Background: an optimization exercise with open tools, aiming at a short achievable clock period. Do not read the settings as production practice.
Function was not checked in any run shown here: the RTL went through the layout flow alone.
Power is estimated from default activity; no workload was simulated.

==> flow/design.v <==
module pwmcore (
    input  wire        clk,
    input  wire        rst,           
    input  wire        cmd_valid,
    input  wire [31:0] cmd_word,
    output reg         resp_valid,
    output wire [31:0] resp_word,
    input  wire [7:0]  ev_in,
    output reg  [3:0]  pin_h,
    output reg  [3:0]  pin_l,
    output wire        irq_fault,
    output wire [3:0]  irq_match,
    output wire        irq_ovf
);
    localparam N = 4;
    function automatic pfx16(input [15:0] g_in, input [15:0] p_in);
        reg [15:0] g, p;
        integer s, j;
        begin
            g = g_in;
            p = p_in;
            for (s = 1; s < 16; s = s * 2)
                for (j = 0; j < 16; j = j + 2 * s) begin
                    g[j+2*s-1] = g[j+2*s-1] | (p[j+2*s-1] & g[j+s-1]);
                    p[j+2*s-1] = p[j+2*s-1] & p[j+s-1];
                end
            pfx16 = g[15];
        end
    endfunction
    function automatic [1:0] cmp16(input [15:0] a, input [15:0] b);
        reg [15:0] l, m;
        reg        lh, mh;
        integer s, j;
        begin
            l = ~a & b;
            m = a & ~b;
            for (s = 1; s < 16; s = s * 2)
                for (j = 0; j < 16; j = j + 2 * s) begin
                    lh = l[j+2*s-1];
                    mh = m[j+2*s-1];
                    l[j+2*s-1] = lh | (~mh & l[j+s-1]);
                    m[j+2*s-1] = mh | (~lh & m[j+s-1]);
                end
            cmp16 = {l[15], m[15]};
        end
    endfunction
    function automatic lt16(input [15:0] a, input [15:0] b);
        lt16 = cmp16(a, b) >> 1;
    endfunction
    function automatic eq16(input [15:0] a, input [15:0] b);
        eq16 = ~|cmp16(a, b);
    endfunction
    function automatic sum_ge(input [7:0] lo, input [7:0] hi, input [15:0] p);
        reg [8:0]  nq, s, b;
        reg [9:0]  c;
        integer j;
        begin
            nq = ~p[8:0];
            c[0] = 1'b0;
            for (j = 0; j < 9; j = j + 1) begin
                s[j]   = (j < 8 ? lo[j] ^ hi[j] : 1'b0) ^ nq[j];
                c[j+1] = (j < 8) ? ((lo[j] & hi[j]) | (lo[j] & nq[j]) | (hi[j] & nq[j])) : 1'b0;
            end
            b = {c[8:1], 1'b1};
            sum_ge = ~|p[15:9] & pfx16({7'd0, s & b}, {7'h7F, s | b});
        end
    endfunction
    function automatic [15:0] inc16(input [15:0] a);
        integer j;
        begin
            for (j = 0; j < 16; j = j + 1)
                inc16[j] = a[j] ^ (&(a | ~((16'd1 << j) - 16'd1)));
        end
    endfunction
    function automatic [15:0] dec16(input [15:0] a);
        integer j;
        begin
            for (j = 0; j < 16; j = j + 1)
                dec16[j] = a[j] ^ ~(|(a & ((16'd1 << j) - 16'd1)));
        end
    endfunction
    function automatic [9:0] dec10(input [9:0] a);
        integer j;
        begin
            for (j = 0; j < 10; j = j + 1)
                dec10[j] = a[j] ^ ~(|(a & ((10'd1 << j) - 10'd1)));
        end
    endfunction
    function automatic [7:0] dec8(input [7:0] a);
        integer j;
        begin
            for (j = 0; j < 8; j = j + 1)
                dec8[j] = a[j] ^ ~(|(a & ((8'd1 << j) - 8'd1)));
        end
    endfunction
    function automatic [17:0] step(input [15:0] c, input ph, input [15:0] per,
                                   input [15:0] per_m1, input md, input dir);
        reg [15:0] ci, cd, sc;
        reg        cz, sp, sb;
        begin
            ci = inc16(c);
            cd = dec16(c);
            cz = (c == 16'd0);
            sc = c; sp = ph; sb = 1'b0;
            if (md == 1'b0) begin
                if (dir == 1'b0) begin
                    if (cz) begin sc = per; sb = 1'b1; end
                    else sc = cd;
                end else begin
                    if (eq16(c, per)) begin sc = 16'd0; sb = 1'b1; end
                    else sc = ci;
                end
            end else begin
                if (dir == 1'b0) begin
                    if (ph == 1'b0 && !cz) sc = cd;
                    else begin
                        sc = ci;
                        if (eq16(c, per_m1)) begin sp = 1'b0; sb = 1'b1; end
                        else sp = 1'b1;
                    end
                end else begin
                    if (ph == 1'b0 && lt16(c, per)) sc = ci;
                    else begin
                        sc = cd;
                        if (c == 16'd1) begin sp = 1'b0; sb = 1'b1; end
                        else sp = 1'b1;
                    end
                end
            end
            step = {sc, sp, sb};
        end
    endfunction
    reg        enabled;
    reg        fstate;          
    reg        forced;
    reg        restart;         
    reg        safe;
    reg [7:0]  evmask;
    reg [N-1:0] match;
    reg        ovf;
    reg        faultif;
    reg        cfgerr;
    reg [7:0]  ev_prev;
    reg        resp_hi29;
    reg        ra31, ra28, rb, rc;
    reg [15:0] resp_lo;
    reg        pc_a, pc_e, pm_a, pm_e, pd_a, pd_e;
    wire       pend_car = pc_a & ~pc_e;
    wire       pend_max = pm_a & ~pm_e;
    wire       pend_dt  = pd_a & ~pd_e;
    reg [N-1:0] wr_r;           
    reg [31:0] cw;              
    reg [15:0] cw_pm1;          
    reg [N-1:0] cw_raw;         
    reg [N-1:0] r2_r;           
    reg [15:0] period;
    reg [15:0] period_m1;       
    reg        direction;       
    reg        mode;            
    reg [9:0]  div_m1;          
    reg [15:0] max_duty;
    reg [7:0]  dt_low  [0:N-1];
    reg [7:0]  dt_high [0:N-1];
    reg [15:0] ncnt_p;          
    reg        nphase_p;        
    reg        nbnd_p;          
    reg [15:0] ncnt_s;          
    reg        nphase_s;
    reg        nbnd_s;
    reg [9:0]  prem_p;          
    reg [9:0]  prem_d;          
    reg        phit_p;          
    reg        phit_d;          
    reg [15:0] pending_p [0:N-1];
    reg [15:0] active_p  [0:N-1];
    reg [N-1:0] raw_p;
    reg [7:0]  dt_p  [0:N-1];
    reg [7:0]  dt_a1 [0:N-1];   
    reg [7:0]  dt_a0 [0:N-1];   
    reg [N-1:0] a1z_r, a1o_r;   
    reg [N-1:0] a0z_r, a0o_r;   
    reg [N-1:0] lpp_r, lap_r, epp_r, eap_r;
    wire        tk  = enabled & phit_p;       
    wire        tkb = tk & nbnd_p;            
    wire [15:0] period_e    = pend_car ? cw[15:0] : period;
    wire [15:0] period_m1_e = pend_car ? cw_pm1 : period_m1;
    wire        direction_e = pend_car ? cw[27] : direction;
    wire        mode_e      = pend_car ? cw[26] : mode;
    wire [9:0]  div_m1_e    = pend_car ? dec10(cw[25:16]) : div_m1;
    wire [15:0] max_duty_e  = pend_max ? cw[15:0] : max_duty;
    wire [15:0] cw_init  = cw[27] ? 16'd1 : cw_pm1;
    wire [15:0] ncnt_e   = pend_car ? cw_init : (tk ? ncnt_s : ncnt_p);
    wire        nphase_e = ~pend_car & (tk ? nphase_s : nphase_p);
    wire        nbnd_e   = ~pend_car & (tk ? nbnd_s : nbnd_p);
    wire [9:0]  prem_e   = pend_car ? dec10(cw[25:16]) :
                           tk ? div_m1 : (enabled ? prem_d : prem_p);
    wire        phit_e   = pend_car ? (cw[25:16] == 10'd1) :
                           tk ? (div_m1 == 10'd0) : (enabled ? phit_d : phit_p);
    reg [7:0]  dt_low_e  [0:N-1];
    reg [7:0]  dt_high_e [0:N-1];
    reg [7:0]  dt_e      [0:N-1];
    reg [15:0] pending_e [0:N-1];
    reg [15:0] active_e  [0:N-1];
    reg [N-1:0] raw_e;
    integer i;
    always @(*) begin
        for (i = 0; i < N; i = i + 1) begin
            dt_low_e[i]  = (pend_dt && cw[25:24] == i) ? cw[15:8] : dt_low[i];
            dt_high_e[i] = (pend_dt && cw[25:24] == i) ? cw[7:0]  : dt_high[i];
            pending_e[i] = wr_r[i] ? cw[15:0] : pending_p[i];
            active_e[i]  = tkb ? pending_e[i] : active_p[i];
            raw_e[i]     = pend_car ? cw_raw[i] : (tk ? r2_r[i] : raw_p[i]);
            dt_e[i]      = pend_car ? 8'd0 : (tk ? (r2_r[i] ? dt_a1[i] : dt_a0[i]) : dt_p[i]);
        end
    end
    wire [17:0] st_s    = step(ncnt_s, nphase_s, period, period_m1, mode, direction);
    wire [17:0] st_c    = step(cw_init, 1'b0, cw[15:0], cw_pm1, cw[26], cw[27]);
    wire [15:0] s_cnt   = pend_car ? st_c[17:2] : (tk ? st_s[17:2] : ncnt_s);
    wire        s_phase = pend_car ? st_c[1]    : (tk ? st_s[1]    : nphase_s);
    wire        s_bnd   = pend_car ? st_c[0]    : (tk ? st_s[0]    : nbnd_s);
    reg [7:0] a1 [0:N-1];
    reg [7:0] a0 [0:N-1];
    reg [N-1:0] dz, z1, z0, d2;
    reg [7:0] dec;
    reg       d1;
    always @(*) begin
        for (i = 0; i < N; i = i + 1) begin
            dz[i] = pend_car | (tk ? (r2_r[i] ? a1z_r[i] : a0z_r[i]) : (dt_p[i] == 8'd0));
            d1    = pend_car | (tk ? (r2_r[i] ? a1o_r[i] : a0o_r[i]) : (dt_p[i][7:1] == 7'd0));
            d2[i] = (dt_e[i][7:2] == 6'd0) & ~(dt_e[i][1] & dt_e[i][0]);    
            dec   = (dt_e[i] == 8'd0) ? 8'd0 : dec8(dt_e[i]);
            a1[i] = raw_e[i] ? dec : dt_high_e[i];
            a0[i] = raw_e[i] ? dt_low_e[i] : dec;
            z1[i] = raw_e[i] ? d1 : (dt_high_e[i] == 8'd0);
            z0[i] = raw_e[i] ? (dt_low_e[i] == 8'd0) : d1;
        end
    end
    wire [3:0]  op       = cmd_word[31:28];
    wire [1:0]  ix       = cmd_word[25:24];
    wire [15:0] value    = cmd_word[15:0];
    wire [15:0] c_period = cmd_word[15:0];
    wire [9:0]  c_div    = cmd_word[25:16];
    wire        c_dir    = cmd_word[27];
    wire [7:0]  c_low    = cmd_word[15:8];
    wire [7:0]  c_high   = cmd_word[7:0];
    wire z_7_0   = ~|cmd_word[7:0];
    wire z_9_8   = ~|cmd_word[9:8];
    wire z_15_10 = ~|cmd_word[15:10];
    wire z_16    = ~cmd_word[16];
    wire z_23_17 = ~|cmd_word[23:17];
    wire z_25_24 = ~|cmd_word[25:24];
    wire z_27_26 = ~|cmd_word[27:26];
    wire z_15_0  = z_7_0 & z_9_8 & z_15_10;
    wire z_23_16 = z_16 & z_23_17;
    wire z_27_0  = z_15_0 & z_23_16 & z_25_24 & z_27_26;
    wire is_car = cmd_valid & (op == 4'h1);
    wire is_max = cmd_valid & (op == 4'h2);
    wire is_dt  = cmd_valid & (op == 4'h3);
    wire is_flt = cmd_valid & (op == 4'h4);
    wire is_sta = cmd_valid & (op == 4'h5);
    wire is_stp = cmd_valid & (op == 4'h6);
    wire is_wr  = cmd_valid & (op == 4'h7);
    wire is_rd  = cmd_valid & (op == 4'h8);
    wire is_fir = cmd_valid & (op == 4'h9);
    wire is_clr = cmd_valid & (op == 4'hA);
    wire is_st  = cmd_valid & (op == 4'hB);
    wire is_rf  = cmd_valid & (op == 4'hC);
    wire is_ack = cmd_valid & (op == 4'hD);
    wire lg_car = is_car;
    wire lg_max = is_max & z_23_16 & z_25_24 & z_27_26;
    wire lg_dt  = is_dt  & z_23_16 & z_27_26;
    wire lg_flt = is_flt & z_9_8 & z_15_10 & z_23_16 & z_25_24;
    wire lg_sta = is_sta & z_27_0;
    wire lg_stp = is_stp & z_27_0;
    wire lg_wr  = is_wr  & z_23_16 & z_27_26;
    wire lg_rd  = is_rd  & z_23_17 & z_15_0 & z_27_26;
    wire lg_fir = is_fir & z_15_0 & z_23_16 & ~cmd_word[27];
    wire lg_clr = is_clr & z_27_0;
    wire lg_st  = is_st  & z_27_0;
    wire lg_rf  = is_rf  & z_27_0;
    wire lg_ack = is_ack & z_15_10 & z_23_16 & z_25_24 & z_27_26;
    wire [N-1:0] cdt_ge, v_lt_act, v_lt_pend, c_lt_act;
    wire [N-1:0] m_lt_pp, m_eq_pp, m_lt_ap, m_eq_ap;
    wire [N-1:0] s_lt_pp, s_eq_pp, s_lt_ap, s_eq_ap;
    wire md_lt_v, md_lt_c, v_lt_per, dt_ge;
    wire lt_s_cw, eq_s_cw, lt_p_cw, eq_p_cw;
    genvar gc;
    generate
        for (gc = 0; gc < N; gc = gc + 1) begin : g_cmp
            pwmcore_sumge u_cdt  (.lo(dt_low_e[gc]), .hi(dt_high_e[gc]), .p(c_period), .ge(cdt_ge[gc]));
            pwmcore_cmp16 u_vact (.a(value), .b(active_p[gc]), .lt(v_lt_act[gc]), .eq());
            pwmcore_cmp16 u_vpnd (.a(value), .b(pending_e[gc]), .lt(v_lt_pend[gc]), .eq());
            pwmcore_cmp16 u_cact (.a(c_period), .b(active_p[gc]), .lt(c_lt_act[gc]), .eq());
            pwmcore_cmp16 u_mpp  (.a(cw_pm1), .b(pending_p[gc]), .lt(m_lt_pp[gc]), .eq(m_eq_pp[gc]));
            pwmcore_cmp16 u_map  (.a(cw_pm1), .b(active_p[gc]), .lt(m_lt_ap[gc]), .eq(m_eq_ap[gc]));
            pwmcore_cmp16 u_spp  (.a(ncnt_s), .b(pending_p[gc]), .lt(s_lt_pp[gc]), .eq(s_eq_pp[gc]));
            pwmcore_cmp16 u_sap  (.a(ncnt_s), .b(active_p[gc]), .lt(s_lt_ap[gc]), .eq(s_eq_ap[gc]));
        end
    endgenerate
    pwmcore_cmp16 u_mdv  (.a(max_duty_e), .b(value), .lt(md_lt_v), .eq());
    pwmcore_cmp16 u_mdc  (.a(max_duty_e), .b(c_period), .lt(md_lt_c), .eq());
    pwmcore_cmp16 u_vper (.a(value), .b(period_e), .lt(v_lt_per), .eq());
    pwmcore_sumge u_dt   (.lo(c_low), .hi(c_high), .p(period_e), .ge(dt_ge));
    pwmcore_cmp16 u_scw  (.a(ncnt_s), .b(cw[15:0]), .lt(lt_s_cw), .eq(eq_s_cw));
    pwmcore_cmp16 u_pcw  (.a(ncnt_p), .b(cw[15:0]), .lt(lt_p_cw), .eq(eq_p_cw));
    reg car_dt_bad, max_ap_bad;
    reg [N-1:0] car_raw;
    always @(*) begin
        car_dt_bad = 1'b0;
        max_ap_bad = 1'b0;
        for (i = 0; i < N; i = i + 1) begin
            if (cdt_ge[i])
                car_dt_bad = 1'b1;
            if (v_lt_act[i] || v_lt_pend[i])
                max_ap_bad = 1'b1;
            car_raw[i] = ~c_dir & c_lt_act[i] | c_dir & (|active_p[i]);
        end
    end
    wire er_flt = enabled;
    wire er_wr  = md_lt_v;
    wire cfgerr_e = cfgerr | ra28 | rb | rc;    
    wire er_sta = cfgerr_e;
    wire ok_flt = lg_flt & ~er_flt;
    wire ok_sta = lg_sta & ~er_sta;
    wire ok_stp = lg_stp;
    wire ok_wr  = lg_wr  & ~er_wr;
    wire ok_fir = lg_fir;
    wire ok_clr = lg_clr;
    wire ok_ack = lg_ack;
    wire cfe_a = (lg_car & (enabled | ~|c_period | ~|c_div)) | (lg_max & enabled) |
                 (lg_dt & enabled) | (lg_flt & er_flt) | (lg_wr & er_wr) | (lg_sta & er_sta);
    wire cfe_b = lg_car & (~md_lt_c | car_dt_bad) | lg_dt & dt_ge;
    wire cfe_c = lg_max & (~v_lt_per | max_ap_bad);
    wire legal = lg_car | lg_max | lg_dt | lg_flt | lg_sta | lg_stp | lg_wr |
                 lg_rd | lg_fir | lg_clr | lg_st | lg_rf | lg_ack;
    wire [N-1:0] wr_sel;
    genvar g;
    generate
        for (g = 0; g < N; g = g + 1) begin : g_wr
            assign wr_sel[g] = ok_wr & (ix == g);
        end
    endgenerate
    wire en1 = ok_sta | (enabled & ~ok_stp);
    wire tick   = en1 & phit_e;
    wire tick_b = tick & nbnd_e;
    wire fire_hit   = ok_fir & evmask[cmd_word[26:24]];
    wire fire_latch = fire_hit & ~fstate;
    wire fstate1    = fire_hit | (fstate & ~ok_clr);
    wire forced1    = forced | fire_latch;
    wire restart1   = ok_flt ? cmd_word[27] : restart;
    wire safe1      = ok_flt ? cmd_word[26] : safe;
    wire [7:0] evmask1 = ok_flt ? cmd_word[7:0] : evmask;
    wire fstate2 = fstate1 & ~(tick_b & restart1);
    wire forced2 = forced1 & ~(tick_b & ~fstate2);
    wire ev_any   = |(ev_in & ~ev_prev & evmask1);
    wire ev_latch = ev_any & ~fstate2;
    wire fstate_n  = fstate2 | ev_any;
    wire forced_n  = forced2 | ev_latch;
    wire faultif_n = ev_latch | fire_latch | (faultif & ~(ok_ack & cmd_word[9]));
    wire ovf_n     = tick_b | (ovf & ~(ok_ack & cmd_word[8]));
    wire vnz  = |value;
    wire bnd  = phit_e & nbnd_e;              
    wire ncz  = pend_car ? (cw_init == 16'd0) : (tk ? (ncnt_s == 16'd0) : (ncnt_p == 16'd0));
    reg [N-1:0] la, lp, ea, ep, r2, hit, match_n, h_n, l_n;
    always @(*) begin
        for (i = 0; i < N; i = i + 1) begin
            lp[i] = pend_car ? (cw[27] ? (|pending_p[i][15:1]) : m_lt_pp[i]) :
                    tk ? (wr_r[i] ? lt_s_cw : s_lt_pp[i]) :
                         (wr_r[i] ? lt_p_cw : lpp_r[i]);
            ep[i] = pend_car ? (cw[27] ? (pending_p[i] == 16'd1) : m_eq_pp[i]) :
                    tk ? (wr_r[i] ? eq_s_cw : s_eq_pp[i]) :
                         (wr_r[i] ? eq_p_cw : epp_r[i]);
            la[i] = pend_car ? (cw[27] ? (|active_p[i][15:1]) : m_lt_ap[i]) :
                    tk ? (nbnd_p ? (wr_r[i] ? lt_s_cw : s_lt_pp[i])
                                 : s_lt_ap[i]) :
                         lap_r[i];
            ea[i] = pend_car ? (cw[27] ? (active_p[i] == 16'd1) : m_eq_ap[i]) :
                    tk ? (nbnd_p ? (wr_r[i] ? eq_s_cw : s_eq_pp[i])
                                 : s_eq_ap[i]) :
                         eap_r[i];
            r2[i]  = bnd ? (wr_sel[i] ? (ncz & vnz) : lp[i]) : la[i];
            hit[i] = ~nphase_e & (bnd ? (wr_sel[i] ? (ncz & ~vnz) : ep[i]) : ea[i]);
            match_n[i] = (match[i] & ~(ok_ack & cmd_word[i])) | (tick & hit[i]);
            h_n[i] = en1 & (bnd ? (wr_sel[i] ? (ncz & z1[i] & vnz) : (lp[i] & z1[i]))
                                : (phit_e ? (la[i] & z1[i]) : (raw_e[i] & dz[i])));
            l_n[i] = en1 & (bnd ? (wr_sel[i] ? (~(ncz & vnz) & z0[i]) : (~lp[i] & z0[i]))
                                : (phit_e ? (~la[i] & z0[i]) : (~raw_e[i] & dz[i])));
        end
    end
    wire [15:0] flags_word = {2'b00, fstate, enabled, forced, cfgerr_e, faultif, ovf,
                              4'b0000, match};
    wire [15:0] rd_duty = cmd_word[16] ? pending_e[ix] : active_e[ix];
    wire [15:0] rd_data = ({16{lg_rd}} & rd_duty) |
                          ({16{lg_st}} & {15'd0, fstate}) |
                          ({16{lg_rf}} & flags_word);
    always @(posedge clk) begin
        resp_hi29 <= ~legal;
        resp_lo   <= rd_data;
        cw     <= cmd_word;
        cw_pm1 <= dec16(c_period);
        pc_e   <= ~md_lt_c | car_dt_bad;
        pm_e   <= ~v_lt_per | max_ap_bad;
        pd_e   <= dt_ge;
        cw_raw <= car_raw;
        r2_r   <= r2;
        prem_d   <= dec10(prem_e);
        phit_d   <= (prem_e == 10'd1);
        for (i = 0; i < N; i = i + 1) begin
            dt_a1[i] <= a1[i];
            dt_a0[i] <= a0[i];
            a1z_r[i] <= z1[i];
            a1o_r[i] <= raw_e[i] ? d2[i] : (dt_high_e[i][7:1] == 7'd0);
            a0z_r[i] <= z0[i];
            a0o_r[i] <= raw_e[i] ? (dt_low_e[i][7:1] == 7'd0) : d2[i];
        end
        if (rst) begin
            enabled    <= 1'b0;
            fstate     <= 1'b0;
            forced     <= 1'b0;
            restart    <= 1'b0;
            safe       <= 1'b0;
            evmask     <= 8'h00;
            match      <= {N{1'b0}};
            ovf        <= 1'b0;
            faultif    <= 1'b0;
            cfgerr     <= 1'b0;
            ra31       <= 1'b0;
            ra28       <= 1'b0;
            rb         <= 1'b0;
            rc         <= 1'b0;
            ev_prev    <= 8'h00;
            resp_valid <= 1'b0;
            pin_h      <= {N{1'b0}};
            pin_l      <= {N{1'b0}};
            pc_a       <= 1'b0;
            pm_a       <= 1'b0;
            pd_a       <= 1'b0;
            lpp_r      <= {N{1'b0}};
            lap_r      <= {N{1'b0}};
            epp_r      <= {N{1'b0}};
            eap_r      <= {N{1'b0}};
            wr_r       <= {N{1'b0}};
            period    <= 16'hFFFF;
            period_m1 <= 16'hFFFE;
            direction <= 1'b0;
            mode      <= 1'b0;
            div_m1    <= 10'd0;
            max_duty  <= 16'd0;
            ncnt_p    <= 16'hFFFE;
            nphase_p  <= 1'b0;
            nbnd_p    <= 1'b0;
            ncnt_s    <= 16'hFFFD;
            nphase_s  <= 1'b0;
            nbnd_s    <= 1'b0;
            prem_p    <= 10'd0;
            phit_p    <= 1'b1;
            raw_p     <= {N{1'b0}};
            for (i = 0; i < N; i = i + 1) begin
                dt_low[i]    <= 8'd0;
                dt_high[i]   <= 8'd0;
                pending_p[i] <= 16'd0;
                active_p[i]  <= 16'd0;
                dt_p[i]      <= 8'd0;
            end
        end else begin
            enabled    <= en1;
            fstate     <= fstate_n;
            forced     <= forced_n;
            restart    <= restart1;
            safe       <= safe1;
            evmask     <= evmask1;
            match      <= match_n;
            ovf        <= ovf_n;
            faultif    <= faultif_n;
            cfgerr     <= cfgerr_e;
            ra31       <= ~legal | cfe_a;
            ra28       <= legal & cfe_a;
            rb         <= cfe_b;
            rc         <= cfe_c;
            ev_prev    <= ev_in;
            resp_valid <= cmd_valid;
            for (i = 0; i < N; i = i + 1) begin
                pin_h[i] <= forced_n ? safe1 : h_n[i];
                pin_l[i] <= forced_n ? safe1 : l_n[i];
            end
            pc_a       <= lg_car & ~(enabled | ~|c_period | ~|c_div);
            pm_a       <= lg_max & ~enabled;
            pd_a       <= lg_dt & ~enabled;
            lpp_r      <= lp;
            lap_r      <= la;
            epp_r      <= ep;
            eap_r      <= ea;
            wr_r       <= wr_sel;
            period    <= period_e;
            period_m1 <= period_m1_e;
            direction <= direction_e;
            mode      <= mode_e;
            div_m1    <= div_m1_e;
            max_duty  <= max_duty_e;
            ncnt_p    <= ncnt_e;
            nphase_p  <= nphase_e;
            nbnd_p    <= nbnd_e;
            ncnt_s    <= s_cnt;
            nphase_s  <= s_phase;
            nbnd_s    <= s_bnd;
            prem_p    <= prem_e;
            phit_p    <= phit_e;
            raw_p     <= raw_e;
            for (i = 0; i < N; i = i + 1) begin
                dt_low[i]    <= dt_low_e[i];
                dt_high[i]   <= dt_high_e[i];
                pending_p[i] <= pending_e[i];
                active_p[i]  <= active_e[i];
                dt_p[i]      <= dt_e[i];
            end
        end
    end
    assign resp_word = {ra31 | rb | rc, 1'b0, resp_hi29, ra28 | rb | rc, 12'd0, resp_lo};
    assign irq_fault = faultif;
    assign irq_match = match;
    assign irq_ovf   = ovf;
endmodule
module pwmcore_cmp16 (
    input  wire [15:0] a,
    input  wire [15:0] b,
    output wire        lt,
    output wire        eq
);
    reg [15:0] l, m;
    reg        lh, mh;
    integer s, j;
    always @(*) begin
        l = ~a & b;
        m = a & ~b;
        for (s = 1; s < 16; s = s * 2)
            for (j = 0; j < 16; j = j + 2 * s) begin
                lh = l[j+2*s-1];
                mh = m[j+2*s-1];
                l[j+2*s-1] = lh | (~mh & l[j+s-1]);
                m[j+2*s-1] = mh | (~lh & m[j+s-1]);
            end
    end
    assign lt = l[15];
    assign eq = ~l[15] & ~m[15];
endmodule
module pwmcore_sumge (
    input  wire [7:0]  lo,
    input  wire [7:0]  hi,
    input  wire [15:0] p,
    output wire        ge
);
    reg [8:0]  nq, s, b;
    reg [9:0]  c;
    reg [15:0] g, pp;
    integer j, k;
    always @(*) begin
        nq = ~p[8:0];
        c[0] = 1'b0;
        for (j = 0; j < 9; j = j + 1) begin
            s[j]   = (j < 8 ? lo[j] ^ hi[j] : 1'b0) ^ nq[j];
            c[j+1] = (j < 8) ? ((lo[j] & hi[j]) | (lo[j] & nq[j]) | (hi[j] & nq[j])) : 1'b0;
        end
        b  = {c[8:1], 1'b1};
        g  = {7'd0, s & b};
        pp = {7'h7F, s | b};
        for (k = 1; k < 16; k = k * 2)
            for (j = 0; j < 16; j = j + 2 * k) begin
                g[j+2*k-1]  = g[j+2*k-1] | (pp[j+2*k-1] & g[j+k-1]);
                pp[j+2*k-1] = pp[j+2*k-1] & pp[j+k-1];
            end
    end
    assign ge = ~|p[15:9] & g[15];
endmodule
==> flow/run.sh <==
#!/bin/bash
# synth_recipe.tcl (not shown) runs the flow's synth.tcl, then flattens the netlist and writes it again
# the make line also repeats each setting of config.mk as NAME=value (left out here)
make -C /OpenROAD-flow-scripts/flow DESIGN_CONFIG=/design/flow/config.mk WORK_HOME=/design/flow/orfs CLKGATE_MAP_FILE= SYNTH_SCRIPT=/design/flow/synth_recipe.tcl finish
==> flow/config.mk <==
export PLATFORM = sky130hd
export DESIGN_NAME = pwmcore
export DESIGN_NICKNAME = pwmcore
export VERILOG_FILES = /design/flow/design.v
export SDC_FILE = /design/flow/constraint.sdc
export NUM_CORES = 4
export LEC_CHECK = 0
export ABC_AREA = 1
export CAP_MARGIN = 20
export CORE_MARGIN = 2
export CORE_UTILIZATION = 40
export PLACE_DENSITY = 0.6
export SETUP_SLACK_MARGIN = 4.8
export SLEW_MARGIN = 20
export SYNTH_HIERARCHICAL = 1
export SYNTH_MINIMUM_KEEP_SIZE = 0
==> flow/constraint.sdc <==
create_clock -name core_clock -period 7.6 [get_ports {clk}]
set_input_delay 1.5200 -clock core_clock [delete_from_list [all_inputs] [get_ports {clk}]]
set_output_delay 1.5200 -clock core_clock [all_outputs]
set_load 0.01 [all_outputs]
==> impl_metrics.csv, run 1 <==
group,metric,value,unit
outcome,status,"no timing/DRC/antenna violations",
route,dr_total_vias,49700,
power_and_ir_drop,p_per_area,140,nW/um^2
timing,finalSetupViolations,0,
synthesis,syn_inst,7665,
timing,hold_violations,0,
worst_hold_path,hold_path_depth,2,
synthesis,syn-cell-area,43400,um^2
clock_tree,post_cts_hold_buffer_count,0,
synthesis,ys_warn_count,37,
finish,n_fill_cell,11100,
timing,worst_slack,4.48,ns
power_and_ir_drop,ir_drop,0.145,mV
critical_path,path_cells,"buf_12, buf_16, nor2_4, nand2_4, nor3_4, nand4_1, buf_6, o211ai_1, o21ai_1, nor2_1, nand2_2, nand2_4, nand2_2, nand2_4, a21oi_1",
floorplanning,rows,120,
critical_path,required,8.10,ns
finish,nNetsFinal,8077,
critical_path,cp_top_family,"simple AND/OR/NAND/NOR gates",
route,met1_length,79100,um
route,via_per_inst,5.28,
critical_path,crit_arrival,3.62,ns
clock_tree,insertion_delay,0.66,ns
critical_path,crit_fanout,8,
finish,multi_input_area,27400,um^2
worst_hold_path,hold_class,"reg2reg",
critical_path,startpoint_type,"input port",
flow_run,cap_violations,0,
worst_hold_path,holdPathEnd,"period_m1[13]",
timing,tightest_slew,1.07,ns
timing,rsz0062_at_grt,"yes",
finish,drive_gt1_share,14.8,%
route,drt_iter0_drc,5050,
global_routing,grt.total_usage,32.6,%
route,ant_nets,0,
placed_design,gp_congestion,0.961,
clock_tree,clk_pin_slew,0.06,ns
critical_path,r2r_end,"pin_l[1]",
global_routing,grt.overflow.total,0,
critical_path,worstSetupPathType,"in2reg",
route,top_layer,"met5",
global_routing,antenna_found_initial,13,
clock_tree,clock_sinks,562,
global_routing,grt_pass1_wl,273000,um
route,drt-pass1-iter-count,9,
floorplanning,chipWidth,334,um
floorplanning,die_area,111000,um^2
floorplanning,start_util,40.5,%
clock_tree,cts_buffers,69,
critical_path,cp_slowest_cell,"nand4_1",
critical_path,rrSetupSlack,4.53,ns
critical_path,worstPathBufferInverterCount,3,
critical_path,r2r-start,"ncnt_s[15]",
placed_design,pre_cts_slack,2.40,ns
timing,min_period,3.12,ns
clock_tree,cts_tree,"yes",
route,dr_wl_met3,18400,um
clock_tree,clockBufferDepth,3,
global_routing,grt_pass1_vias,44200,
floorplanning,core_area,107000,um^2
placed_design,hpwl,131000,um
timing,tns,0,ns
clock_tree,root_buffer,"clkbuf_16",
synthesis,syn_avg_cell_area,5.67,um^2
route,drc,0,
critical_path,end_kind,"flip-flop",
placed_design,portBuffers,76,
route,wirelength,189000,um
worst_hold_path,hp-start,"period_m1[13]",
route,wl_met2,79600,um
critical_path,max_stage_delay,0.21,ns
timing,finClkSkew,0.0523,ns
critical_path,r2r_cells,22,
power_and_ir_drop,p_leak,27.8,nW
floorplanning,dieHeight,334,um
global_routing,grt_max_degree,186,
timing,finalMaxSlewViolations,0,
timing,max_freq,0.321,GHz
timing,max_slew_margin,28.1,%
clock_tree,htree_levels,3,
route,wl_per_cell,20.1,um
finish,syn_to_final_growth,21.7,%
critical_path,cp_common_cell,"nand2_4",
floorplanning,ios,90,
finish,ff_latch_area,11400,um^2
timing,finalCritPeriodShare,41.1,%
## cells in the final DEF (no fill, tap or decap), types with 36 or more instances in the layout
cell,instances
o21ai_0,421
buf_12,50
o21a_1,80
inv_1,1262
or2_1,72
ha_1,44
or2_0,36
nand3_1,236
dfxtp_1,496
inv_2,56
nor2_1,860
fa_1,40
buf_6,37
o21ai_1,56
a21oi_2,102
o211ai_1,47
o21ai_2,36
nor2_2,37
a21oi_1,252
nand2_2,133
dfxtp_4,38
nor2_4,36
nor3_1,51
clkbuf_16,73
nand2_1,2555
o22ai_1,68
buf_4,213
## through the flow
| step | area, um^2 | total power [mW] | hold WS [ns] | util [%] | std cells |
|---|---|---|---|---|---|
| after floorplan | 43600 | 3.50 | 0.446 | - | 7677 |
| after global placement | 45900 | 3.79 | 0.458 | 42.7 | 9052 |
| after detailed placement | 45900 | 3.80 | 0.464 | 42.7 | 9052 |
| after CTS | 51300 | 7.38 | 0.480 | 47.8 | 9322 |
| after global routing | 52900 | 7.62 | 0.493 | 49.2 | 9403 |
| final | 52900 | 7.42 | 0.479 | 49.2 | 9405 |
## per-layer routing
metal | track usage [%] | up-vias
li1 | - | 24100
met1 | 43.7 | 22800
met2 | 49.6 | 2257
met3 | 5.41 | 468
met4 | 18.3 | 4
met5 | 0 | -
## area by class of cell
class / count / area share, %
multi-input combinational: 5517 / 51.8
antenna: 3 / 0.0142
tap: 1403 / 3.32
timing repair buffer: 400 / 8.45
clock buffer: 89 / 3.60
clock inverter: 35 / 0.854
timing repair inverter: 2 / 0.0189
inverter: 1394 / 10.3
sequential: 562 / 21.6
## power breakdown
| part | total (mW) | switching (mW) | internal [mW] |
|---|---|---|---|
| clock network | 3.47 | 1.47 | 2.00 |
| registers | 3.03 | 0.0605 | 2.96 |
| logic | 0.930 | 0.621 | 0.309 |
## how the worst max path moves through the flow
stage / from / endpoint / depth (start not counted)
after detailed placement: cmd_word[11] / pin_l[0] / 13
after global routing: cmd_word[20] / pin_l[1] / 14
after global placement: cmd_word[11] / pin_l[0] / 13
after floorplan: cmd_word[1] / pin_h[3] / 15
after CTS: cw_pm1[15] / pin_l[2] / 17
final: cmd_word[15] / pin_h[0] / 15
## state kept, by name, summed over array words and instances, names as in the netlist, 8 cells and up
signal     cells
active_p      64
pending_p     64
dt_a0         32
dt_a1         32
dt_high       32
dt_low        32
dt_p          32
cw            28
cw_pm1        16
max_duty      16
ncnt_p        16
ncnt_s        16
period        16
period_m1     16
resp_lo       16
div_m1        10
prem_d        10
prem_p        10
ev_prev        8
evmask         8
## worst register-to-register path: stages, from the launching register on
cell,delay [ns]
dfxtp_4,0.42
buf_12,0.18
nand2_1,0.11
nand2_1,0.08
nand2_2,0.06
inv_1,0.07
nand2_1,0.07
nand2_1,0.09
inv_1,0.06
a21boi_2,0.18
nand2_2,0.13
inv_1,0.12
nand2_1,0.05
o21ai_0,0.12
nand2_1,0.10
a22oi_1,0.18
nand2_2,0.14
a21oi_4,0.24
nand2_1,0.07
nand2_1,0.16
and3_1,0.18
nand3_1,0.07
a21oi_1,0.12
## repair_timing
action / in CTS / in global routing
pin swaps: 61 / 84
gates resized for setup: 692 / 266
setup endpoints to repair: 222 / 134
cloned: 24 / 5
setup buffers: 122 / 75
==> run 2: changes to the inputs <==
--- a/flow/config.mk
+++ b/flow/config.mk
@@ -12,3 +12,3 @@
 export PLACE_DENSITY = 0.6
-export SETUP_SLACK_MARGIN = 4.8
+export SETUP_SLACK_MARGIN = 5
 export SLEW_MARGIN = 20
==> run 2 against run 1 <==
- register-to-register slack is essentially flat
- area after synthesis is the same
- non-clock buffer count grew 138
- largest cell class unchanged
==> impl_metrics.csv, run 2 <==
group,metric,value,unit
worst_hold_path,hp-start,"period_m1[12]",
route,top_layer,"met5",
clock_tree,cts_buffers,70,
critical_path,worstSetupPathType,"in2reg",
power_and_ir_drop,p_per_area,135,nW/um^2
clock_tree,cts_tree,"yes",
synthesis,ys_warn_count,37,
clock_tree,htree_levels,3,
critical_path,end_kind,"flip-flop",
critical_path,crit_path_start,"cmd_word[1]",
flow_run,cap_violations,0,
timing,max_slew_margin,37.7,%
critical_path,path_cells,"buf_16, buf_12, inv_12, ha_4, nand2_4, nor2_4, nand3_4, nor2_4, nand3b_4, nor2_4, nand4_1, nand2_4, nand3_4, o21ai_4, nand2_4, nand2_4, nand2_8, a21oi_2",
timing,finalMaxSlewViolations,0,
floorplanning,chipWidth,334,um
timing,finClkSkew,0.0453,ns
clock_tree,clk_pin_slew,0.06,ns
route,met1_length,78800,um
global_routing,grt_pass1_wl,289000,um
critical_path,cp_top_family,"simple AND/OR/NAND/NOR gates",
floorplanning,ios,90,
timing,min_period,3.24,ns
outcome,status,"no timing/DRC/antenna violations",
critical_path,startpoint_type,"input port",
floorplanning,rows,120,
global_routing,grt.total_usage,34.9,%
worst_hold_path,hold_class,"reg2reg",
critical_path,rrSetupSlack,4.53,ns
placed_design,placed_area,46000,um^2
finish,syn_to_final_growth,29.1,%
timing,tightest_slew,0.927,ns
floorplanning,core_area,107000,um^2
floorplanning,dieHeight,334,um
floorplanning,start_util,40.5,%
route,drt-pass1-iter-count,6,
finish,final_common_cell,"nand2_1",
clock_tree,insertion_delay,0.64,ns
synthesis,syn-cell-area,43400,um^2
finish,reg_top3,"active_p (64), pending_p (64)",
global_routing,antenna_found_initial,6,
timing,hold_violations,0,
critical_path,cp-endpoint,"pin_l[2]",
placed_design,gp_congestion,0.986,
route,wirelength,207000,um
timing,rsz0062_at_grt,"yes",
critical_path,crit_arrival,3.79,ns
critical_path,r2r-start,"ncnt_s[15]",
placed_design,dp_cells,9065,
route,via_per_inst,5.40,
global_routing,grt.overflow.total,0,
critical_path,cp_common_cell,"nand2_4",
synthesis,syn_avg_cell_area,5.67,um^2
global_routing,grt_pass1_vias,45500,
critical_path,crit_fanout,8,
finish,fin_cells,9551,
route,wl_per_cell,21.7,um
clock_tree,clock_sinks,562,
power_and_ir_drop,p_total,7.59,mW
critical_path,r2r_end,"pin_l[2]",
route,wl_met2,86600,um
timing,tns,0,ns
finish,layout_common_cells,"nand2_1 (2,508), inv_1 (1,241), nor2_1 (838)",
synthesis,syn_inst,7665,
route,drt_iter0_drc,6039,
critical_path,r2r_cells,21,
power_and_ir_drop,p_leak,29.2,nW
route,drc,0,
finish,drive_gt1_share,18.4,%
global_routing,grt_max_degree,105,
timing,finalCritPeriodShare,42.6,%
placed_design,portBuffers,76,
floorplanning,die_area,111000,um^2
critical_path,worstPathBufferInverterCount,3,
critical_path,cp_num_cells,18,
critical_path,cp_slowest_cell,"nand4_1",
critical_path,required,8.15,ns
clock_tree,clockBufferDepth,3,
clock_tree,root_buffer,"clkbuf_16",
route,dr_wl_met3,23000,um
power_and_ir_drop,ir_drop,0.127,mV
route,dr_total_vias,51600,
finish,final_cell_area,56100,um^2
finish,nNetsFinal,8221,
timing,max_freq,0.309,GHz
route,ant_nets,0,
placed_design,hpwl,134000,um
critical_path,max_stage_delay,0.23,ns
timing,finalSetupViolations,0,
## run 2: worst min-delay path by stage
stage / slack, ns / end / depth (start not counted)
floorplan: 0.45 / period_m1[12] / 2
global placement: 0.46 / period_m1[12] / 2
detailed placement: 0.47 / period_m1[13] / 2
CTS: 0.48 / period_m1[13] / 2
global route: 0.52 / period_m1[5] / 2
finish: 0.48 / period_m1[12] / 2
## run 2: repair_timing
action	4_1_cts	5_1_grt
setup endpoints to repair	399	235
pin swaps	98	162
gates resized for setup	846	526
buffers inserted	151	157
cloned	38	10
hold buffers	0	0
## run 2: power breakdown
| part | switching (mW) | internal [mW] | total (mW) | leakage (nW) |
|---|---|---|---|---|
| combinational | 0.708 | 0.379 | 1.09 | 23.4 |
| sequential | 0.0423 | 2.96 | 3.01 | 4.58 |
| clock | 1.45 | 2.05 | 3.50 | 1.16 |
## run 2: area by class of cell
type / count / area, um^2
multi-input combinational: 5522 / 28500
antenna: 5 / 12.5
fill: 10700 / 51300
timing repair inverter: 2 / 12.5
inverter: 1394 / 5460
timing repair buffer: 538 / 6490
sequential: 562 / 11400
clock buffer: 103 / 2080
tap: 1403 / 1760
clock inverter: 22 / 275
## run 2: per-stage QoR
step | worst slack, ns | hold slack (ns) | utilization, %
floorplan | 4.29 | 0.446 | -
global placement | 2.44 | 0.459 | 42.8
detailed placement | 2.39 | 0.466 | 42.8
CTS | 4.51 | 0.481 | 49.2
global route | 4.30 | 0.524 | 52.2
finish | 4.36 | 0.480 | 52.2
## run 2: worst reg2reg max path, delay by kind of cell (launching register included)
family / cells / cell delay, ns
DFF: 1 / 0.40
AOI/OAI and AO/OA: 4 / 0.82
and+or+nand+nor: 13 / 1.40
buffers and inverters: 4 / 0.42
## run 2: routing by layer
| layer | up-vias | global-route usage [%] |
|---|---|---|
| li1 | 24400 | - |
| met1 | 23600 | 43.5 |
| met2 | 2737 | 53.5 |
| met3 | 767 | 6.70 |
| met4 | 4 | 25.9 |
| met5 | - | 0 |
==> run 3: changes to the inputs <==
--- a/flow/design.v
+++ b/flow/design.v
@@ -215,4 +215,7 @@
     end
-    wire [17:0] st_s    = step(ncnt_s, nphase_s, period, period_m1, mode, direction);
-    wire [17:0] st_c    = step(cw_init, 1'b0, cw[15:0], cw_pm1, cw[26], cw[27]);
+    wire [17:0] st_s, st_c;
+    pwmcore_step u_st_s (.c(ncnt_s), .ph(nphase_s), .per(period), .per_m1(period_m1),
+                         .md(mode), .dir(direction), .st(st_s));
+    pwmcore_step u_st_c (.c(cw_init), .ph(1'b0), .per(cw[15:0]), .per_m1(cw_pm1),
+                         .md(cw[26]), .dir(cw[27]), .st(st_c));
     wire [15:0] s_cnt   = pend_car ? st_c[17:2] : (tk ? st_s[17:2] : ncnt_s);
@@ -400,5 +403,2 @@
         cw_pm1 <= dec16(c_period);
-        pc_e   <= ~md_lt_c | car_dt_bad;
-        pm_e   <= ~v_lt_per | max_ap_bad;
-        pd_e   <= dt_ge;
         cw_raw <= car_raw;
@@ -486,4 +486,7 @@
             pc_a       <= lg_car & ~(enabled | ~|c_period | ~|c_div);
+            pc_e       <= ~md_lt_c | car_dt_bad;
             pm_a       <= lg_max & ~enabled;
+            pm_e       <= ~v_lt_per | max_ap_bad;
             pd_a       <= lg_dt & ~enabled;
+            pd_e       <= dt_ge;
             lpp_r      <= lp;
@@ -573 +576,51 @@
 endmodule
+module pwmcore_step (
+    input  wire [15:0] c,
+    input  wire        ph,
+    input  wire [15:0] per,
+    input  wire [15:0] per_m1,
+    input  wire        md,
+    input  wire        dir,
+    output reg  [17:0] st
+);
+    wire lt_cp, eq_cp, eq_cm;
+    pwmcore_cmp16 u_cp (.a(c), .b(per), .lt(lt_cp), .eq(eq_cp));
+    pwmcore_cmp16 u_cm (.a(c), .b(per_m1), .lt(), .eq(eq_cm));
+    reg [15:0] ci, cd, sc;
+    reg        cz, sp, sb;
+    integer j;
+    always @(*) begin
+        for (j = 0; j < 16; j = j + 1) begin
+            ci[j] = c[j] ^ (&(c | ~((16'd1 << j) - 16'd1)));
+            cd[j] = c[j] ^ ~(|(c & ((16'd1 << j) - 16'd1)));
+        end
+        cz = (c == 16'd0);
+        sc = c; sp = ph; sb = 1'b0;
+        if (md == 1'b0) begin
+            if (dir == 1'b0) begin
+                if (cz) begin sc = per; sb = 1'b1; end
+                else sc = cd;
+            end else begin
+                if (eq_cp) begin sc = 16'd0; sb = 1'b1; end
+                else sc = ci;
+            end
+        end else begin
+            if (dir == 1'b0) begin
+                if (ph == 1'b0 && !cz) sc = cd;
+                else begin
+                    sc = ci;
+                    if (eq_cm) begin sp = 1'b0; sb = 1'b1; end
+                    else sp = 1'b1;
+                end
+            end else begin
+                if (ph == 1'b0 && lt_cp) sc = ci;
+                else begin
+                    sc = cd;
+                    if (c == 16'd1) begin sp = 1'b0; sb = 1'b1; end
+                    else sp = 1'b1;
+                end
+            end
+        end
+        st = {sc, sp, sb};
+    end
+endmodule
--- a/flow/config.mk
+++ b/flow/config.mk
@@ -12,3 +12,3 @@
 export PLACE_DENSITY = 0.6
-export SETUP_SLACK_MARGIN = 5
+export SETUP_SLACK_MARGIN = 4.8
 export SLEW_MARGIN = 20
==> run 3 against run 2 <==
- still clean
- setup slack better by 0.053 ns
- register-to-register slack worse by 0.11 ns
- sequential share of layout area is 0.60 points lower
- final area is 3.4% higher
- critical path depth is 1 higher
- worst hold slack worse by 0.0041 ns
- core utilization is 1.5 points lower
- non-clock buffer count is 13 lower
- flip-flop and latch count stayed put
- global-route usage is 1.6 points lower
- first-iteration DRC count is 1.4% higher
- critical endpoint is now rb
- largest cell class unchanged
- largest power group unchanged
==> impl_metrics.csv, run 3 <==
group,metric,value,unit
timing,tns,0,ns
critical_path,path_cells,"nor2_4, buf_12, buf_12, nand2_8, nand2_2, o21a_4, inv_1, fa_1, inv_1, nand2_1, o21ai_0, nand2_1, nand2_1, nand2_2, a21oi_2, nor4_2, nand2_1, nand3_1, o21ai_1",
synthesis,syn_inst,8211,
clock_tree,insertion_delay,0.68,ns
synthesis,syn_avg_cell_area,5.60,um^2
worst_hold_path,hold_path_depth,2,
critical_path,cp_top_family,"simple AND/OR/NAND/NOR gates",
critical_path,worstPathBufferInverterCount,4,
critical_path,cp_slowest_cell,"fa_1",
finish,nNetsFinal,8757,
outcome,status,"no timing/DRC/antenna violations",
finish,layout_common_cells,"nand2_1 (2,733), inv_1 (1,343), nor2_1 (975)",
critical_path,crit_arrival,3.74,ns
route,drt_iter0_drc,6125,
timing,finalCritPeriodShare,41.9,%
global_routing,antenna_found_initial,10,
timing,tightest_slew,1.26,ns
power_and_ir_drop,p_total,7.72,mW
clock_tree,htree_levels,3,
power_and_ir_drop,ir_drop,0.143,mV
critical_path,max_stage_delay,0.60,ns
route,via_per_inst,5.31,
route,dr_total_vias,54200,
placed_design,gp_congestion,0.971,
clock_tree,clockBufferDepth,3,
global_routing,grt.overflow.total,0,
power_and_ir_drop,p_per_area,133,nW/um^2
clock_tree,clk_pin_slew,0.07,ns
finish,syn_to_final_growth,26.1,%
floorplanning,rows,124,
finish,final_common_cell,"nand2_1",
critical_path,cp_common_cell,"nand2_1",
global_routing,grt_pass1_wl,295000,um
finish,drive_gt1_share,17.7,%
critical_path,r2r_cells,19,
clock_tree,cts_tree,"yes",
finish,final_cell_area,58000,um^2
placed_design,portBuffers,76,
route,top_layer,"met5",
finish,n_fill_cell,11700,
power_and_ir_drop,p_leak,30.9,nW
synthesis,ys_warn_count,38,
placed_design,hpwl,136000,um
finish,reg_top3,"active_p (64), pending_p (64)",
route,wirelength,209000,um
route,drc,0,
synthesis,syn-cell-area,46000,um^2
route,dr_wl_met3,24900,um
timing,max_slew_margin,16.0,%
critical_path,crit_fanout,8,
floorplanning,start_util,40.3,%
global_routing,grt.total_usage,33.3,%
worst_hold_path,hold_class,"reg2reg",
timing,finClkSkew,0.0519,ns
timing,finalSetupViolations,0,
floorplanning,ios,90,
critical_path,worstSetupPathType,"reg2reg",
global_routing,grt_pass1_vias,47200,
route,met1_length,84600,um
timing,min_period,3.18,ns
timing,hold_violations,0,
route,wl_per_cell,20.5,um
timing,finalMaxSlewViolations,0,
clock_tree,clock_sinks,562,
clock_tree,root_buffer,"clkbuf_16",
route,drt-pass1-iter-count,6,
clock_tree,cts_buffers,72,
floorplanning,core_area,114000,um^2
global_routing,grt_max_degree,176,
critical_path,cp_num_cells,19,
route,wl_met2,87200,um
timing,hold_slack,0.475,ns
critical_path,required,8.16,ns
flow_run,cap_violations,0,
floorplanning,chipWidth,343,um
critical_path,end_kind,"flip-flop",
critical_path,startpoint_type,"flip-flop",
floorplanning,dieHeight,343,um
route,ant_nets,0,
clock_tree,post_cts_hold_buffer_count,0,
timing,max_freq,0.314,GHz
placed_design,placed_area,48600,um^2
floorplanning,die_area,118000,um^2
timing,rsz0062_at_grt,"yes",
==> run 3: cell type report <==
type	instances	area, um^2	share of cell area [%]
multi-input cells	5953	30300	52.2
flip-flops and latches	562	11500	19.8
repair buffers	525	5940	10.2
inverters	1507	5870	10.1
clock buffers	105	2160	3.72
well taps	1512	1890	3.26
clock inverters	27	342	0.589
repair inverters	5	33.8	0.0583
diodes	5	12.5	0.0216
==> run 3: path summary, 6_finish.rpt <==
kind                     start           end  slack (ns)
setup / recovery          pd_e            rb        4.42
hold / removal    period_m1[1]  period_m1[1]        0.48
setup reg to reg          pd_e            rb        4.42
hold reg to reg   period_m1[1]  period_m1[1]        0.48
==> run 3: layer usage <==
metal	vias up	GRT usage, %
met5	-	0
met4	6	16.1
met3	502	7.11
met2	2678	50.4
met1	25000	45.0
li1	26000	-
==> run 3: power breakdown <==
group	total [mW]	switching (mW)	internal, mW	leakage [nW]
logic	1.09	0.712	0.375	25.1
clock network	3.62	1.55	2.07	1.22
registers	3.01	0.0467	2.96	4.59
==> run 3: worst min-delay path, delay by kind of cell (launching register included) <==
kind | cells | cell delay (ns)
and+or+nand+nor | 1 | 0.05
AOI/OAI and AO/OA | 1 | 0.06
DFF | 1 | 0.32
==> run 3: timing repair <==
item,in CTS,in global routing
endpoints found under the setup margin,240,137
pin swaps,140,207
endpoints found under the hold margin,0,0
resized for setup,699,478
gates cloned,33,13
setup buffers,141,157
==> run 3: metrics by stage <==
step / worst slack (ns) / utilization, % / cells
after floorplan: 4.50 / - / 8224
after global placement: 2.74 / 42.6 / 9720
after detailed placement: 2.75 / 42.6 / 9720
after CTS: 4.53 / 47.9 / 10000
after global routing: 4.25 / 50.8 / 10200
final: 4.42 / 50.8 / 10200
==> run 4: changes to the inputs <==
--- a/flow/config.mk
+++ b/flow/config.mk
@@ -7,3 +7,3 @@
 export LEC_CHECK = 0
-export ABC_AREA = 1
+export ABC_CLOCK_PERIOD_IN_PS = 2500
 export CAP_MARGIN = 20
==> run 4 against run 3 <==
- largest cell class unchanged
- still clean
- first-iteration DRC count fell by 4.5%
- clock skew fell by 0.018 ns
- highest routed layer unchanged
- critical endpoint is now match[3]
- total power fell by 4.3%
- register-to-register slack got worse by 0.52 ns
==> impl_metrics.csv, run 4 <==
group,metric,value,unit
outcome,status,"no timing/DRC/antenna violations",
timing,min_period,3.71,ns
timing,finClkSkew,0.0340,ns
route,drt-pass1-iter-count,8,
placed_design,pre_cts_slack,2.48,ns
floorplanning,rows,122,
timing,finalCritPeriodShare,48.8,%
global_routing,grt_pass1_vias,42000,
placed_design,gp_congestion,1.00,
finish,layout_common_cells,"nor2_1 (559), inv_1 (538), dfxtp_1 (508)",
timing,max_slew_margin,31.9,%
power_and_ir_drop,ir_drop,0.154,mV
clock_tree,post_cts_hold_buffer_count,0,
synthesis,ys_warn_count,38,
route,ant_nets,0,
timing,tightest_slew,0.993,ns
clock_tree,root_buffer,"clkbuf_16",
timing,max_freq,0.270,GHz
floorplanning,core_area,111000,um^2
critical_path,crit_arrival,4.26,ns
clock_tree,htree_levels,3,
worst_hold_path,holdPathEnd,"period_m1[6]",
floorplanning,ios,90,
critical_path,r2r_cells,17,
global_routing,grt.overflow.total,0,
critical_path,worstSetupPathType,"in2reg",
worst_hold_path,hp-start,"period_m1[6]",
global_routing,grt.total_usage,33.0,%
placed_design,hpwl,124000,um
flow_run,cap_violations,0,
power_and_ir_drop,p_leak,22.2,nW
global_routing,antenna_found_initial,9,
power_and_ir_drop,p_per_area,131,nW/um^2
critical_path,r2r_end,"rb",
synthesis,syn-cell-area,44600,um^2
critical_path,rrSetupSlack,3.90,ns
critical_path,r2r-start,"pd_e",
route,drc,0,
clock_tree,clk_pin_slew,0.06,ns
clock_tree,clockBufferDepth,3,
timing,hold_violations,0,
route,wl_per_cell,25.9,um
critical_path,crit_path_start,"cmd_word[8]",
synthesis,syn_inst,5724,
floorplanning,die_area,114000,um^2
timing,worst_slack,3.89,ns
timing,finalMaxSlewViolations,0,
power_and_ir_drop,p_total,7.39,mW
floorplanning,start_util,40.3,%
timing,rsz0062_at_grt,"yes",
finish,drive_gt1_share,24.9,%
clock_tree,cts_buffers,67,
finish,syn_to_final_growth,26.2,%
finish,final_common_cell,"nor2_1",
route,drt_iter0_drc,5852,
route,via_per_inst,6.08,
route,dr_total_vias,46500,
floorplanning,chipWidth,338,um
timing,finalSetupViolations,0,
clock_tree,clock_sinks,562,
critical_path,required,8.15,ns
global_routing,grt_pass1_wl,280000,um
floorplanning,dieHeight,338,um
global_routing,grt_max_degree,162,
critical_path,startpoint_type,"input port",
synthesis,syn_avg_cell_area,7.80,um^2
clock_tree,cts_tree,"yes",
timing,tns,0,ns
finish,nNetsFinal,6236,
critical_path,crit_fanout,4,
finish,n_fill_cell,10300,
worst_hold_path,hold_class,"reg2reg",
critical_path,end_kind,"flip-flop",
placed_design,portBuffers,76,
route,wirelength,198000,um
worst_hold_path,hold_path_depth,2,
finish,reg_top3,"active_p (64), pending_p (64)",
clock_tree,insertion_delay,0.66,ns
run 4: worst max-delay path by stage:
stage	endpoint	slack, ns	cells after the start
global placement	pin_l[1]	2.62	9
floorplan	r2_r[1]	3.70	11
finish	match[3]	3.89	13
global route	rb	3.74	16
CTS	rb	4.02	14
detailed placement	pin_l[0]	2.48	9
run 4: layout make-up:
| class | count | area, um^2 | share of cell area, % |
|---|---|---|---|
| timing repair buffer | 531 | 6120 | 10.9 |
| clock buffer | 95 | 1940 | 3.45 |
| tap | 1488 | 1860 | 3.30 |
| antenna | 6 | 15.0 | 0.0266 |
| sequential | 562 | 11400 | 20.3 |
| clock inverter | 24 | 288 | 0.511 |
| inverter | 660 | 2510 | 4.45 |
| multi-input combinational | 4283 | 32200 | 57.1 |
run 4: critical path: stages:
cell,delay (ns)
buf_16,0.12
nor2b_4,0.12
maj3_2,0.29
maj3_2,0.29
maj3_2,0.33
a21oi_4,0.14
o221ai_4,0.16
nor4_4,0.43
and3_4,0.30
nor2_1,0.07
a211oi_2,0.19
a21oi_1,0.08
a32o_1,0.21
run 4: metrics by stage:
stage | util [%] | instance area, um^2 | cells | hold slack, ns
2_1_floorplan | - | 45200 | 5737 | 0.440
3_3_place_gp | 42.9 | 47500 | 7196 | 0.451
3_5_place_dp | 42.9 | 47500 | 7196 | 0.458
4_1_cts | 48.6 | 53800 | 7515 | 0.471
5_1_grt | 50.9 | 56300 | 7645 | 0.496
6_report | 50.9 | 56400 | 7649 | 0.466
run 4: power breakdown:
part | switching (mW) | leakage, nW | internal (mW)
Sequential | 0.0365 | 4.57 | 2.97
Clock | 1.45 | 1.10 | 1.91
Combinational | 0.635 | 16.5 | 0.386
run 4: timing repair:
item | in CTS | in global routing
gates cloned | 30 | 10
resized for setup | 593 | 357
buffers inserted | 170 | 118
pin swaps | 124 | 130
setup endpoints to repair | 278 | 193
run 4: routing by layer:
metal  track usage, %  up-vias  wire [um]
met5                0        -         56
met3             9.92      674      26400
met4             18.2       10      13100
li1                 -    20700          -
met2             47.7     2743      81000
met1             43.7    22300      77500
==> run 5: changes to the inputs <==
--- a/flow/design.v
+++ b/flow/design.v
@@ -215,7 +215,4 @@
     end
-    wire [17:0] st_s, st_c;
-    pwmcore_step u_st_s (.c(ncnt_s), .ph(nphase_s), .per(period), .per_m1(period_m1),
-                         .md(mode), .dir(direction), .st(st_s));
-    pwmcore_step u_st_c (.c(cw_init), .ph(1'b0), .per(cw[15:0]), .per_m1(cw_pm1),
-                         .md(cw[26]), .dir(cw[27]), .st(st_c));
+    wire [17:0] st_s    = step(ncnt_s, nphase_s, period, period_m1, mode, direction);
+    wire [17:0] st_c    = step(cw_init, 1'b0, cw[15:0], cw_pm1, cw[26], cw[27]);
     wire [15:0] s_cnt   = pend_car ? st_c[17:2] : (tk ? st_s[17:2] : ncnt_s);
@@ -292,5 +289,7 @@
         for (gc = 0; gc < N; gc = gc + 1) begin : g_cmp
-            pwmcore_sumge u_cdt  (.lo(dt_low_e[gc]), .hi(dt_high_e[gc]), .p(c_period), .ge(cdt_ge[gc]));
+            pwmcore_sumge u_cdt  (.lo(dt_low[gc]), .hi(dt_high[gc]), .p(c_period), .ge(cdt_r[gc]));
+            assign cdt_ge[gc] = (pend_dt && cw[25:24] == gc) ? cdt_cw : cdt_r[gc];
             pwmcore_cmp16 u_vact (.a(value), .b(active_p[gc]), .lt(v_lt_act[gc]), .eq());
-            pwmcore_cmp16 u_vpnd (.a(value), .b(pending_e[gc]), .lt(v_lt_pend[gc]), .eq());
+            pwmcore_cmp16 u_vpnd (.a(value), .b(pending_p[gc]), .lt(v_lt_pr[gc]), .eq());
+            assign v_lt_pend[gc] = wr_r[gc] ? v_lt_cw : v_lt_pr[gc];
             pwmcore_cmp16 u_cact (.a(c_period), .b(active_p[gc]), .lt(c_lt_act[gc]), .eq());
@@ -302,6 +301,18 @@
     endgenerate
-    pwmcore_cmp16 u_mdv  (.a(max_duty_e), .b(value), .lt(md_lt_v), .eq());
-    pwmcore_cmp16 u_mdc  (.a(max_duty_e), .b(c_period), .lt(md_lt_c), .eq());
-    pwmcore_cmp16 u_vper (.a(value), .b(period_e), .lt(v_lt_per), .eq());
-    pwmcore_sumge u_dt   (.lo(c_low), .hi(c_high), .p(period_e), .ge(dt_ge));
+    wire [N-1:0] cdt_r, v_lt_pr;
+    wire cdt_cw, v_lt_cw, cw_lt_v, md_lt_vr, cw_lt_c, md_lt_cr, v_lt_cwp, v_lt_pr1;
+    wire dt_ge_cw, dt_ge_r;
+    pwmcore_sumge u_cdtc (.lo(cw[15:8]), .hi(cw[7:0]), .p(c_period), .ge(cdt_cw));
+    pwmcore_cmp16 u_vcw  (.a(value), .b(cw[15:0]), .lt(v_lt_cw), .eq());
+    pwmcore_cmp16 u_cwv  (.a(cw[15:0]), .b(value), .lt(cw_lt_v), .eq());
+    pwmcore_cmp16 u_mdv  (.a(max_duty), .b(value), .lt(md_lt_vr), .eq());
+    pwmcore_cmp16 u_cwc  (.a(cw[15:0]), .b(c_period), .lt(cw_lt_c), .eq());
+    pwmcore_cmp16 u_mdc  (.a(max_duty), .b(c_period), .lt(md_lt_cr), .eq());
+    pwmcore_cmp16 u_vper (.a(value), .b(period), .lt(v_lt_pr1), .eq());
+    pwmcore_sumge u_dtc  (.lo(c_low), .hi(c_high), .p(cw[15:0]), .ge(dt_ge_cw));
+    pwmcore_sumge u_dt   (.lo(c_low), .hi(c_high), .p(period), .ge(dt_ge_r));
+    assign md_lt_v  = pend_max ? cw_lt_v : md_lt_vr;
+    assign md_lt_c  = pend_max ? cw_lt_c : md_lt_cr;
+    assign v_lt_per = pend_car ? v_lt_cw : v_lt_pr1;
+    assign dt_ge    = pend_car ? dt_ge_cw : dt_ge_r;
     pwmcore_cmp16 u_scw  (.a(ncnt_s), .b(cw[15:0]), .lt(lt_s_cw), .eq(eq_s_cw));
@@ -576,51 +587 @@
 endmodule
-module pwmcore_step (
-    input  wire [15:0] c,
-    input  wire        ph,
-    input  wire [15:0] per,
-    input  wire [15:0] per_m1,
-    input  wire        md,
-    input  wire        dir,
-    output reg  [17:0] st
-);
-    wire lt_cp, eq_cp, eq_cm;
-    pwmcore_cmp16 u_cp (.a(c), .b(per), .lt(lt_cp), .eq(eq_cp));
-    pwmcore_cmp16 u_cm (.a(c), .b(per_m1), .lt(), .eq(eq_cm));
-    reg [15:0] ci, cd, sc;
-    reg        cz, sp, sb;
-    integer j;
-    always @(*) begin
-        for (j = 0; j < 16; j = j + 1) begin
-            ci[j] = c[j] ^ (&(c | ~((16'd1 << j) - 16'd1)));
-            cd[j] = c[j] ^ ~(|(c & ((16'd1 << j) - 16'd1)));
-        end
-        cz = (c == 16'd0);
-        sc = c; sp = ph; sb = 1'b0;
-        if (md == 1'b0) begin
-            if (dir == 1'b0) begin
-                if (cz) begin sc = per; sb = 1'b1; end
-                else sc = cd;
-            end else begin
-                if (eq_cp) begin sc = 16'd0; sb = 1'b1; end
-                else sc = ci;
-            end
-        end else begin
-            if (dir == 1'b0) begin
-                if (ph == 1'b0 && !cz) sc = cd;
-                else begin
-                    sc = ci;
-                    if (eq_cm) begin sp = 1'b0; sb = 1'b1; end
-                    else sp = 1'b1;
-                end
-            end else begin
-                if (ph == 1'b0 && lt_cp) sc = ci;
-                else begin
-                    sc = cd;
-                    if (c == 16'd1) begin sp = 1'b0; sb = 1'b1; end
-                    else sp = 1'b1;
-                end
-            end
-        end
-        st = {sc, sp, sb};
-    end
-endmodule
==> run 5 against run 4 <==
- still clean on timing, DRC and antenna
- register-to-register slack got worse by 0.10 ns
- clock power is 11% higher
- setup slack worse by 0.16 ns
- via count is 1.9% higher
- final cell count shrank 1.0%
- critical path depth increased by 2
- area after synthesis shrank 1.1%
- combinational power increased by 5%
- global-route usage grew 3.1 points
- synthesized cell count grew 0.54%
- largest cell class unchanged
==> impl_metrics.csv, run 5 <==
group,metric,value,unit
outcome,status,"no timing/DRC/antenna violations",
power_and_ir_drop,p_total,7.85,mW
clock_tree,clockBufferDepth,3,
synthesis,ys_warn_count,37,
critical_path,required,8.18,ns
placed_design,hpwl,134000,um
finish,drive_gt1_share,22.5,%
route,ant_nets,0,
timing,finalCritPeriodShare,50.9,%
clock_tree,clock_sinks,562,
timing,finalSetupViolations,0,
global_routing,grt.total_usage,36.1,%
critical_path,crit_arrival,4.44,ns
floorplanning,rows,121,
route,wl_per_cell,28.2,um
global_routing,grt_pass1_wl,299000,um
timing,rsz0062_at_grt,"yes",
timing,tns,0,ns
synthesis,syn-cell-area,44200,um^2
timing,worst_slack,3.73,ns
floorplanning,die_area,113000,um^2
route,drt_iter0_drc,6278,
placed_design,placed_area,47100,um^2
finish,final_common_cell,"nor2_1",
route,via_per_inst,6.26,
finish,nNetsFinal,6178,
timing,tightest_slew,1.13,ns
finish,reg_top3,"active_p (64), pending_p (64)",
critical_path,crit_fanout,4,
critical_path,startpoint_type,"input port",
timing,finalMaxSlewViolations,0,
clock_tree,insertion_delay,0.69,ns
global_routing,grt_max_degree,97,
floorplanning,ios,90,
timing,finClkSkew,0.0470,ns
floorplanning,chipWidth,336,um
finish,layout_common_cells,"nor2_1 (653), inv_1 (473), nand2_1 (471)",
placed_design,gp_congestion,1.03,
clock_tree,clk_pin_slew,0.07,ns
power_and_ir_drop,p_per_area,143,nW/um^2
timing,hold_violations,0,
critical_path,worstSetupPathType,"in2reg",
critical_path,end_kind,"flip-flop",
placed_design,portBuffers,76,
route,dr_total_vias,47400,
timing,min_period,3.87,ns
clock_tree,cts_tree,"yes",
floorplanning,start_util,40.5,%
power_and_ir_drop,ir_drop,0.179,mV
timing,max_slew_margin,24.9,%
power_and_ir_drop,p_leak,21.0,nW
placed_design,pre_cts_slack,2.46,ns
clock_tree,cts_buffers,70,
synthesis,syn_avg_cell_area,7.67,um^2
global_routing,grt.overflow.total,0,
finish,syn_to_final_growth,24.5,%
clock_tree,root_buffer,"clkbuf_16",
global_routing,grt_pass1_vias,42900,
finish,postLayoutCoreUtil,50.4,%
global_routing,antenna_found_initial,12,
synthesis,syn_inst,5755,
floorplanning,core_area,109000,um^2
timing,max_freq,0.259,GHz
route,drc,0,
worst_hold_path,hold_class,"reg2reg",
finish,final_cell_area,55000,um^2
floorplanning,dieHeight,336,um
clock_tree,htree_levels,3,
route,drt-pass1-iter-count,8,
route,wirelength,214000,um
flow_run,cap_violations,0,
## run 5: changes by cell type in the layout (fill, tap and decap cells not counted), sizes merged, moves of 19 or more
cell	previous run	this run
xnor2	142	122
nand2	520	485
buf	467	392
inv	627	556
o31ai	31	8
mux2	38	16
nand2b	155	180
a31oi	18	47
nand3	100	71
mux2i	244	225
a211o	6	26
nor2	599	689
a21oi	368	421
o211ai	33	55
## run 5: critical path: stages
cell,delay [ns]
buf_16,0.11
nor2b_4,0.11
maj3_2,0.30
maj3_2,0.29
maj3_2,0.30
a21oi_2,0.12
o221ai_2,0.09
mux2_4,0.34
nor4_4,0.21
nand2_1,0.15
nor2_2,0.18
mux2_4,0.33
a21o_1,0.18
a21oi_2,0.13
o21ai_1,0.07
## run 5: per-layer routing
layer / vias up / share of wire [%] / track usage [%] / wire, um
met5: - / 0.013 / 0 / 27
met1: 22500 / 38 / 46.6 / 80500
met3: 836 / 14 / 11.2 / 30600
met2: 3308 / 40 / 51.7 / 85100
met4: 4 / 8.1 / 23.5 / 17300
li1: 20800 / - / - / -
## run 5: layout make-up
| type | instances | area [um^2] |
|---|---|---|
| sequential | 562 | 11500 |
| clock buffer | 98 | 2030 |
| clock inverter | 30 | 518 |
| fill | 10300 | 54200 |
| antenna | 8 | 20.0 |
| inverter | 590 | 2290 |
| tap | 1476 | 1850 |
| timing repair buffer | 446 | 5210 |
| multi-input combinational | 4361 | 31600 |
## run 5: worst paths after layout
path / from / to / slack (ns) / cells past startpoint
worst max-delay path: cmd_word[8] / pin_h[1] / 3.73 / 15
worst min-delay path: period_m1[0] / period_m1[0] / 0.47 / 2
worst max register to register: div_m1[5] / pin_l[2] / 3.80 / 8
worst min register to register: period_m1[0] / period_m1[0] / 0.47 / 2
## run 5: per-stage QoR
| step | hold WS, ns | std cells |
|---|---|---|
| 5_1_grt | 0.494 | 7564 |
| 6_report | 0.467 | 7571 |
| 3_3_place_gp | 0.456 | 7186 |
| 3_5_place_dp | 0.462 | 7187 |
| 4_1_cts | 0.469 | 7472 |
| 2_1_floorplan | 0.421 | 5767 |
## run 5: timing repair
action                     CTS  global route
pin swaps                   82           101
cloned                      21             6
resized for setup          565           267
buffers inserted           136            85
setup endpoints to repair  348           168
hold buffers                 0             0
## run 5: report_power, final
group          switching, mW  internal [mW]  leakage (nW)
sequential            0.0651           2.97          4.59
clock                   1.51           2.23          1.24
combinational          0.693          0.378          15.1
total                   2.27           5.57          21.0

[separate check: timing with driven ports]
No port has a modelled driver above. Below, the same layouts with a new extraction and two added sets of constraints.
Step 1, drivers: a clkbuf_16 drives clk and a buf_2 each remaining input, both assumed.
Step 2 adds t to the input delays and takes it off the output delays; t is the mean of the earliest and latest rising clock arrival at the registers after step 1. Input paths then give back, and output paths get back, about the clock's delay inside the block.
Slacks: ideal / step 1 / step 2; pairs: ideal / step 1.
run	t (ns)	slack for setup (ns)	hold WS [ns]	latest minus earliest clock arrival (ns)	worst register clock-pin slew, ns
run 1	0.700	4.480 / 4.486 / 3.786	0.479 / 0.479 / 0.479	0.053 / 0.053	0.07 / 0.07
run 2	0.691	4.365 / 4.337 / 3.646	0.480 / 0.480 / 0.480	0.048 / 0.048	0.07 / 0.07
run 3	0.735	4.418 / 4.418 / 3.832	0.475 / 0.475 / 0.475	0.056 / 0.056	0.07 / 0.07
run 4	0.722	3.891 / 3.840 / 3.118	0.466 / 0.466 / 0.466	0.040 / 0.039	0.07 / 0.07
run 5	0.736	3.733 / 3.655 / 2.918	0.467 / 0.467 / 0.467	0.047 / 0.047	0.07 / 0.07
After both steps every run listed still meets setup and hold. For run 5, which loses most, drivers alone change the setup slack by -0.078 ns; drivers and shift together by -0.815 ns.
